This design comes from an exercise in tuning for small area on the open sky130 flow, not from production work. The RTL was checked by simulation tests, not by an equivalence proof against the original design. Power and IR drop assume default switching activity.

**flow/design.v**
```verilog
module thn128_core (
    input  wire        clk,
    input  wire        rst,           
    input  wire        host_valid,
    input  wire [63:0] host_cmd,
    output wire        host_ready,
    output reg         rsp_valid,
    output wire [3:0]  rsp_status,
    output wire [31:0] rsp_frame,
    output wire [31:0] rsp_temp,
    output wire [2:0]  rsp_addr,
    output wire [2:0]  rsp_chan,
    output wire        rsp_lb,
    output wire        rsp_flag,
    output wire [7:0]  rsp_sum,
    output wire [2:0]  rsp_bad,
    input  wire        edge_valid,
    input  wire [63:0] edge_cmd,
    output reg         edge_rsp_valid,
    output wire [3:0]  edge_rsp_status,
    input  wire        tx_ready,
    input  wire        us_tick,       
    output wire        tx_line
);
    localparam [3:0] ST_OK              = 4'd0,
                     ST_ILLEGAL_COMMAND = 4'd1,
                     ST_ILLEGAL_OPERAND = 4'd2,
                     ST_INVALID_FIELD   = 4'd3,
                     ST_NOT_AVAILABLE   = 4'd4,
                     ST_TX_NOT_READY    = 4'd5;
    localparam [1:0] RX_SEARCH = 2'd0,
                     RX_MID0   = 2'd1,
                     RX_MID1   = 2'd2,
                     RX_END    = 2'd3;
    localparam [6:0] TX_IDLE  = 7'd1,
                     TX_IFS   = 7'd37,
                     TX_FIRST = 7'd38;
    function [7:0] cks;
        input [7:0] b0, b1, b2;
        reg   [9:0] sum;
        begin
            sum = {2'b00, b0} + {2'b00, b1} + {2'b00, b2};
            cks = {6'b0, sum[9:8]} + sum[7:0];
        end
    endfunction
    function [11:0] bcd3;
        input [9:0] m;
        reg   [21:0] x;
        integer i;
        begin
            x = {12'd0, m};
            for (i = 0; i < 10; i = i + 1) begin
                if (x[13:10] >= 4'd5) x[13:10] = x[13:10] + 4'd3;
                if (x[17:14] >= 4'd5) x[17:14] = x[17:14] + 4'd3;
                if (x[21:18] >= 4'd5) x[21:18] = x[21:18] + 4'd3;
                x = x << 1;
            end
            bcd3 = x[21:10];
        end
    endfunction
    reg        rx_en;
    reg        rx_full;       
    reg [1:0]  rx_st;
    reg [4:0]  rx_idx;
    reg [31:0] rx_acc;
    reg        rx_hi_sync;    
    reg        rx_lo_zero;    
    reg        rx_lo_one;     
    reg [6:0]  tx_s;
    reg        tx_copy;
    reg [16:0] tx_cnt;
    reg [31:0] fr;            
    reg        fr_cks;        
    reg [2:0]  st;
    reg        e_st;
    wire tx_busy = (tx_s != TX_IDLE);
    assign host_ready = ~tx_busy;
    wire [7:0] fr_sum = cks(fr[7:0], fr[15:8], fr[23:16]);
    assign rsp_frame  = {fr_cks ? fr_sum : fr[31:24], fr[23:0]};
    assign rsp_sum    = fr_sum;
    assign rsp_flag   = (fr_sum == fr[31:24]);
    assign rsp_addr   = fr[2:0];
    assign rsp_bad    = fr[2:0];
    assign rsp_chan   = {1'b0, fr[7:6]} + 3'd1;
    assign rsp_lb     = fr[23];
    wire [10:0] mag   = fr[19:16] * 7'd100 + fr[15:12] * 4'd10 + {7'b0, fr[11:8]};
    assign rsp_temp   = fr[21] ? (32'd0 - {21'b0, mag}) : {21'b0, mag};
    assign rsp_status = {1'b0, st};
    assign edge_rsp_status = {3'b0, e_st};
    wire        host_fire = host_valid & host_ready;
    wire [3:0]  h_op  = host_cmd[3:0];
    wire [31:0] h_hi  = host_cmd[63:32];
    wire [2:0]  h_win = host_cmd[10:8];
    wire z_7_4   = ~|host_cmd[7:4];
    wire z_hi    = ~|host_cmd[63:32];
    wire z_31_25 = ~|host_cmd[31:25];
    wire z_24_11 = ~|host_cmd[24:11];
    wire z_10_8  = ~|host_cmd[10:8];
    wire op_cks  = (h_op == 4'h1);
    wire op_enc  = (h_op == 4'h2);
    wire op_dec  = (h_op == 4'h3);
    wire op_cls  = (h_op == 4'h4);
    wire op_ena  = (h_op == 4'h6);
    wire op_dis  = (h_op == 4'h7);
    wire op_av   = (h_op == 4'h8);
    wire op_take = (h_op == 4'h9);
    wire op_tx   = (h_op == 4'hA);
    wire op_none = op_ena | op_dis | op_av | op_take;
    wire h_legal = z_7_4 & (
        (op_cks  & z_hi) |
        ((op_enc | op_tx) & z_31_25) |
        (op_dec  & z_31_25 & z_24_11 & z_10_8) |
        (op_cls  & z_31_25 & z_24_11) |
        (op_none & z_hi & z_31_25 & z_24_11 & z_10_8));
    wire [2:0] h_bad;
    assign h_bad[0] = |host_cmd[15:11];
    assign h_bad[1] = (|host_cmd[23:18]) | (host_cmd[17:16] == 2'b00);
    assign h_bad[2] = h_hi[31] ? ~((&h_hi[30:10]) & (h_hi[9:0] >= 10'd25))
                               : ~((~|h_hi[30:10]) & (h_hi[9:0] <= 10'd999));
    wire       h_any_bad = |h_bad;
    wire [9:0]  h_mag = h_hi[31] ? (~h_hi[9:0] + 10'd1) : h_hi[9:0];
    wire [11:0] h_bcd = bcd3(h_mag);
    wire [1:0]  h_cm1 = host_cmd[17:16] - 2'd1;
    wire [23:0] h_pack = {host_cmd[24], 1'b0, h_hi[31], 1'b0, h_bcd,
                          h_cm1, 3'b000, h_any_bad ? h_bad : host_cmd[10:8]};
    function in_win;
        input [31:0] d;
        input [12:0] lo;
        input [12:0] hi;
        begin
            in_win = (~|d[31:13]) && (d[12:0] >= lo) && (d[12:0] <= hi);
        end
    endfunction
    reg h_in_window;
    always @(*) begin
        case (h_win)
            3'd0, 3'd2: h_in_window = in_win(h_hi, 13'd5100, 13'd5900);
            3'd1:       h_in_window = in_win(h_hi, 13'd6550, 13'd7350);
            3'd3:       h_in_window = in_win(h_hi, 13'd1050, 13'd1850);
            default:    h_in_window = in_win(h_hi, 13'd2500, 13'd3300);
        endcase
    end
    wire acc_valid   = (cks(rx_acc[7:0], rx_acc[15:8], rx_acc[23:16]) == rx_acc[31:24]);
    wire rx_complete = rx_full & acc_valid;
    wire h_flag = op_cls ? h_in_window : rx_complete;
    reg [2:0] n_st;
    always @(*) begin
        if (!h_legal)                              n_st = ST_ILLEGAL_COMMAND[2:0];
        else if (op_cls && h_win > 3'd4)           n_st = ST_ILLEGAL_OPERAND[2:0];
        else if ((op_enc | op_tx) && h_any_bad)    n_st = ST_INVALID_FIELD[2:0];
        else if (op_tx && !tx_ready)               n_st = ST_TX_NOT_READY[2:0];
        else if (op_take && !rx_complete)          n_st = ST_NOT_AVAILABLE[2:0];
        else                                       n_st = ST_OK[2:0];
    end
    wire start_tx  = host_fire & h_legal & op_tx & ~h_any_bad & tx_ready;
    wire do_enable = host_fire & h_legal & op_ena;
    wire do_dis    = host_fire & h_legal & op_dis;
    reg [31:0] n_fr;
    always @(*) begin
        if (op_dec)
            n_fr = h_hi;
        else if (op_take)
            n_fr = rx_acc;
        else if (op_enc | op_tx)
            n_fr = {8'b0, h_pack};
        else
            n_fr = {~h_flag, 4'b0, host_cmd[10:8], host_cmd[31:8]};
    end
    wire        e_legal = (edge_cmd[3:0] == 4'h5) & ~|edge_cmd[7:4] & ~|edge_cmd[31:9];
    wire        e_lvl   = edge_cmd[8];
    wire [31:0] e_dur   = edge_cmd[63:32];
    wire e_noise = (~|e_dur[31:13]) & (e_dur[12:0] < 13'd400);
    wire e_short = in_win(e_dur, 13'd1050, 13'd1850);
    wire e_long  = in_win(e_dur, 13'd2500, 13'd3300);
    wire e_sync  = in_win(e_dur, 13'd5100, 13'd5900);
    wire e_zero  = in_win(e_dur, 13'd6550, 13'd7350);
    wire       h_en      = do_enable ? 1'b1 : (do_dis ? 1'b0 : rx_en);
    wire       h_full    = rx_full & ~do_enable;
    wire [1:0] h_rst     = (do_enable | rx_full) ? RX_SEARCH : rx_st;
    wire       h_hi_sync = rx_hi_sync & ~do_enable;
    wire       h_lo_zero = rx_lo_zero & ~do_enable;
    wire       h_lo_one  = rx_lo_one  & ~do_enable;
    wire e_act = edge_valid & e_legal & h_en & ~(h_full & acc_valid) & ~e_noise;
    wire n_hi_sync = (e_act &  e_lvl) ? e_sync : h_hi_sync;
    wire n_lo_zero = (e_act & ~e_lvl) ? e_zero : h_lo_zero;
    wire n_lo_one  = (e_act & ~e_lvl) ? e_sync : h_lo_one;
    wire sync0 = n_hi_sync & n_lo_zero;
    wire sync1 = n_hi_sync & n_lo_one;
    reg       e_store;
    reg [1:0] e_next;
    always @(*) begin
        e_store = 1'b0;
        e_next  = RX_SEARCH;
        if (e_lvl) begin
            if (h_rst == RX_END && e_short) begin
                e_store = 1'b1; e_next = RX_MID0;
            end else if (h_rst == RX_MID1 && e_short) begin
                e_next = RX_END;
            end else if (h_rst == RX_MID1 && e_long) begin
                e_store = 1'b1; e_next = RX_MID0;
            end
        end else begin
            if (h_rst == RX_END && e_short) begin
                e_store = 1'b1; e_next = RX_MID1;
            end else if (h_rst == RX_MID0 && e_short) begin
                e_next = RX_END;
            end else if (h_rst == RX_MID0 && e_long) begin
                e_store = 1'b1; e_next = RX_MID1;
            end
        end
    end
    wire do_store = e_act & ~sync0 & ~sync1 & e_store;
    wire do_shift = (e_act & sync0) | do_store;
    wire tx_step  = tx_busy & us_tick & (tx_cnt == 17'd0);
    wire tx_wrap  = (tx_s == 7'd127);
    wire tx_end   = tx_step & tx_wrap & tx_copy;
    reg [16:0] nx_len;        
    always @(*) begin
        if (tx_wrap)
            nx_len = 17'd99999;
        else if (tx_s == 7'd60)
            nx_len = 17'd4449;
        else if (tx_s == 7'd61 || tx_s == 7'd62)
            nx_len = 17'd5499;
        else
            nx_len = 17'd1449;
    end
    wire [4:0] tx_bit_idx = tx_s[5:1];
    assign tx_line = tx_s[6] ? (rsp_frame[tx_bit_idx] ^ tx_s[0]) : ~tx_s[0];
    always @(posedge clk) begin
        if (rst) begin
            rx_en   <= 1'b0;
            rx_full <= 1'b0;
        end else begin
            rx_en   <= h_en;
            if (e_act)
                rx_full <= do_store & (rx_idx == 5'd31);
            else
                rx_full <= h_full;
        end
        rx_hi_sync <= n_hi_sync;
        rx_lo_zero <= n_lo_zero;
        rx_lo_one  <= n_lo_one;
        if (e_act) begin
            if (sync0) begin
                rx_st  <= RX_MID1;
                rx_idx <= 5'd1;
            end else if (sync1) begin
                rx_st  <= RX_END;
                rx_idx <= 5'd0;
            end else begin
                rx_st <= e_next;
                if (e_store) rx_idx <= rx_idx + 5'd1;
            end
        end else begin
            rx_st <= h_rst;
        end
        if (do_shift)
            rx_acc <= {e_lvl & ~sync0, rx_acc[31:1]};
        edge_rsp_valid <= edge_valid & ~rst;
        e_st           <= ~e_legal;
        if (rst)
            rsp_valid <= 1'b0;
        else
            rsp_valid <= (host_fire & ~start_tx) | tx_end;
        if (host_ready) begin
            st     <= n_st;
            fr     <= n_fr;
            fr_cks <= op_enc | op_tx;
        end
        if (rst) begin
            tx_s <= TX_IDLE;
        end else if (start_tx) begin
            tx_s    <= TX_FIRST;
            tx_copy <= 1'b0;
            tx_cnt  <= 17'd1449;
        end else if (tx_busy && us_tick) begin
            if (tx_cnt == 17'd0) begin
                if (tx_wrap) begin
                    tx_s    <= tx_copy ? TX_IDLE : TX_IFS;
                    tx_copy <= 1'b1;
                end else begin
                    tx_s    <= tx_s + 7'd1;
                end
                tx_cnt <= nx_len;
            end else begin
                tx_cnt <= tx_cnt - 17'd1;
            end
        end
    end
endmodule
```
**flow/run.sh**
```bash
#!/bin/bash
# synth_recipe.tcl (not shown) runs the flow's synth.tcl, then flattens the netlist and writes it again
# the make line also repeats each setting of config.mk as NAME=value (left out here)
make -C /OpenROAD-flow-scripts/flow DESIGN_CONFIG=/design/flow/config.mk WORK_HOME=/design/flow/orfs CLKGATE_MAP_FILE= SYNTH_SCRIPT=/design/flow/synth_recipe.tcl finish
```
**flow/config.mk**
```make
export PLATFORM = sky130hd
export DESIGN_NAME = thn128_core
export DESIGN_NICKNAME = thn128_core
export VERILOG_FILES = /design/flow/design.v
export SDC_FILE = /design/flow/constraint.sdc
export NUM_CORES = 4
export LEC_CHECK = 0
export ABC_AREA = 1
export CAP_MARGIN = 20
export CORE_MARGIN = 2
export CORE_UTILIZATION = 40
export SLEW_MARGIN = 20
```
**flow/constraint.sdc**
```tcl
create_clock -name core_clock -period 14.0 [get_ports {clk}]
set_input_delay 2.8000 -clock core_clock [delete_from_list [all_inputs] [get_ports {clk}]]
set_output_delay 2.8000 -clock core_clock [all_outputs]
set_load 0.01 [all_outputs]
```
==> metrics.md <==
| Metric | Value |
|---|---|
| Clock sink count | 108 |
| Area growth syn-to-layout | 22.2% |
| DR vias/cell | 5.22 |
| Nets | 1923 |
| FF+latch count, synth | 108 |
| Diode count | 0 |
| Most Frequent Cell on Critical Path | inv_1 |
| CP Capture Type | flop |
| Syn Area/Cell | 7.39 sq um |
| Routability cong. | 0.914 |
| Inserted Clock Buffers | 9 |
| Place WS | 4.32 ns |
| P_leak | 5.90 nW |
| Port Buffer Count | 224 |
| Filler cells | 2752 |
| Die X-Extent | 172 um |
| Initial antenna violation count | 0 |
| Vias in the first global route | 10300 |
| CTS tree | yes |
| Remaining global-route overflow | 0 |
| Worst path setup slack after routing | 4.65 ns |
| Worst setup path category | input pin to flop |
| Worst Tran Pin Value | 1.11 ns |
| Slew headroom | 26.0% |
| Aggregate global-route resource usage | 23.0% |
| # rows | 61 |
| Die area | 29600 sq um |
| Synth cell count leaders | nand2_1 (271), inv_1 (225), nor2_1 (131) |
| Final HPWL DP | 28300 um |
| Post-Route WL | 33800 um |
| EDFF count, synth | 91 |
| Cell family with most CP delay | simple AND/OR/NAND/NOR gates |
| Setup Viol. Count Final | 0 |
| Power density cells | 152 nW/um^2 |
| Worst VDD drop | 0.108 mV |
| DR WL/cell | 16.3 um |
| Post-cts hold buffer count | 0 |
| Worst path max stage delay | 0.60 ns |
| Largest area contributor in the netlist | edfxtp_1 |
| Worst skew pair latency | 0.36 ns |
| Async S/R FF share, synth | 0% |
| Synth unique cells | 64 |
| Max Fclk | 107 MHz |
| Layout cells sized above 1 | 7.32% |
| Root buffer cell | clkbuf_16 |
| Startpoint Class | input pin |
| Slowest cell on the critical path | clkdlybuf4s50_1 |
| Starting DRC count in detailed routing | 809 |
| Ys flop type | edfxtp_1 |
| HP Class | flop to flop |
| Largest net degree at the start of global routing | 39 |
| Global-route wire length before repair | 53300 um |
| CTS clk-pin slew, worst paths | 0.08 ns |
| Crit path buf inv count | 13 |
| Setup Total Neg Slack | 0 ns |
| Setup Fix Bufs, Post-CTS | 0 |
| Synth top area share | 24.2% |
| Routed Antenna Nets | 0 |
| I/O pin cnt | 229 |
| Cell count after synthesis | 1528 |
| Remaining DRCs | 0 |
| Starting Density | 40.7% |
| RSZ-0062 raised after global routing | false |
| Outcome | complete, no violations |
| WP data arrival | 9.42 ns |
| Setup Skew | 0.0103 ns |
| Synth warn | 1 |
| Cell with the most instances after synthesis | nand2_1 |
| Post-Syn Area | 11300 sq um |
| Core Util, Final | 49.7% |
| Core area | 27800 sq um |
| DR vias | 10800 |
| Synth top area cells | edfxtp_1 (24%), nand2_1 (9.0%), ha_1 (8.2%) |
| Pre-Repair DR Iteration Count | 5 |
| Die height | 172 um |
| Crit Path Max Fanout | 6 |
| Final hold vios | 0 |
| CTS H-Tree Depth | 3 |
| Req. time, crit path | 14.07 ns |
| Seq/Total Area, Yosys | 27.2% |
| Slew Limit Fails | 0 |
| Post_cts resized | 0 |
| Minimum clock period | 9.35 ns |
| Tcrit/Tclk final | 66.8% |
| Max-Cap Viols | 0 |
| Maximum root-to-sink buffer count | 2 |
==> path summary, 6_finish.rpt <==
path / startpoint / to / slack (ns) / cells after the start
worst min-delay path: rx_acc[28] / rx_acc[27] / 0.47 / 0
worst max register to register: rx_acc[11] / rx_acc[0] / 7.85 / 26
worst min register to register: rx_acc[28] / rx_acc[27] / 0.47 / 0
worst max-delay path: host_cmd[32] / fr[17] / 4.65 / 55
==> state kept, by name (all words and copies together), names as in the netlist, 2 cells and up <==
signal / cells
fr: 32
rx_acc: 32
tx_cnt: 17
tx_s: 7
rx_idx: 5
st: 3
rx_st: 2
==> per-stage QoR <==
stage / cell area [sq um] / instances / total power [mW] / hold WS [ns]
6_report: 13800 / 2073 / 2.09 / 0.465
5_1_grt: 13800 / 2073 / 2.29 / 0.471
4_1_cts: 13800 / 2073 / 2.11 / 0.469
3_5_place_dp: 13500 / 2057 / 1.86 / 0.444
3_3_place_gp: 13500 / 2057 / 1.83 / 0.434
2_1_floorplan: 11300 / 1531 / 1.37 / 0.426
==> logic make-up after synthesis <==
| logic type | share of synthesized area (%) |
|---|---|
| buffers and inverters | 13.0 |
| multiplexers | 0.122 |
| flip-flops | 27.2 |
| other | 0.0332 |
| adder cells (fa/ha/maj) | 12.6 |
| XOR/XNOR | 5.58 |
| AND/OR/NAND/NOR | 28.2 |
| AO/OA/AOI/OAI | 13.3 |
==> power by group <==
| part | switching (mW) | total [mW] | internal [mW] |
|---|---|---|---|
| sequential | 0.0290 | 0.390 | 0.361 |
| combinational | 0.806 | 1.46 | 0.652 |
| clock | 0.124 | 0.245 | 0.122 |
| total | 0.958 | 2.09 | 1.14 |
==> cells in the final DEF, fill, tap and decap left out, types with 5 or more instances in the layout <==
cell type and n:
nand2_1 271, inv_1 225, clkdlybuf4s50_1 224, nor2_1 131
edfxtp_1 91, nand3_1 90, a21oi_1 75, ha_1 74
o21ai_0 72, xor2_1 49, nor4_1 40, nor3_1 37
nand2_2 36, fa_1 25, xnor2_1 23, nand4_1 20
inv_2 17, dfxtp_1 17, a221oi_1 15, o21ai_1 11
o22ai_1 10, nand3_2 10, nand2_4 9, clkbuf_16 9
or2_2 7, o21ai_2 6, o31ai_1 6, and2_1 5
a22oi_1 5, o221ai_1 5, a31oi_1 5, buf_4 5
==> final cells by class <==
class | count | area, sq um | share of cell area (%)
clock buffer | 9 | 225 | 1.63
clock inverter | 7 | 50.0 | 0.362
inverter | 246 | 923 | 6.69
multi-input combinational | 1096 | 6780 | 49.1
sequential | 108 | 3070 | 22.3
tap | 378 | 473 | 3.43
timing repair buffer | 229 | 2280 | 16.5
==> layer usage <==
| metal | wire (um) | GRT usage (%) | share of wire, % |
|---|---|---|---|
| met5 | 0 | 0 | 0 |
| met3 | 2300 | 2.63 | 6.8 |
| met2 | 15200 | 38.0 | 45 |
| met1 | 15300 | 31.4 | 45 |
| met4 | 973 | 7.82 | 2.9 |

-- port drivers added, routing unchanged --
No port has a modelled driver above. Below, the same layout with a new extraction and two added sets of constraints.
Step 1 sets driving cells, clkbuf_16 on the clock port and buf_2 on the other inputs (assumed; they add their load-dependent delay and slew).
Step 2 times the ports against the registers' clock, not the clock port: input delays grow and output delays shrink by t, the midpoint of the rising clock arrivals with the driver on.
a / b / c = ideal ports / drivers / drivers and shift; a / b = the first two.
shift t [ns]: 0.400
slack for setup (ns): 4.647 / 4.660 / 4.261
hold slack, ns: 0.465 / 0.465 / 0.465
worst register clock-pin slew, ns: 0.08 / 0.08
pins driven straight from the clock port: 1
After both steps this run still meets setup and hold. For this run, drivers alone change the setup slack by +0.013 ns; drivers and shift together by -0.386 ns.
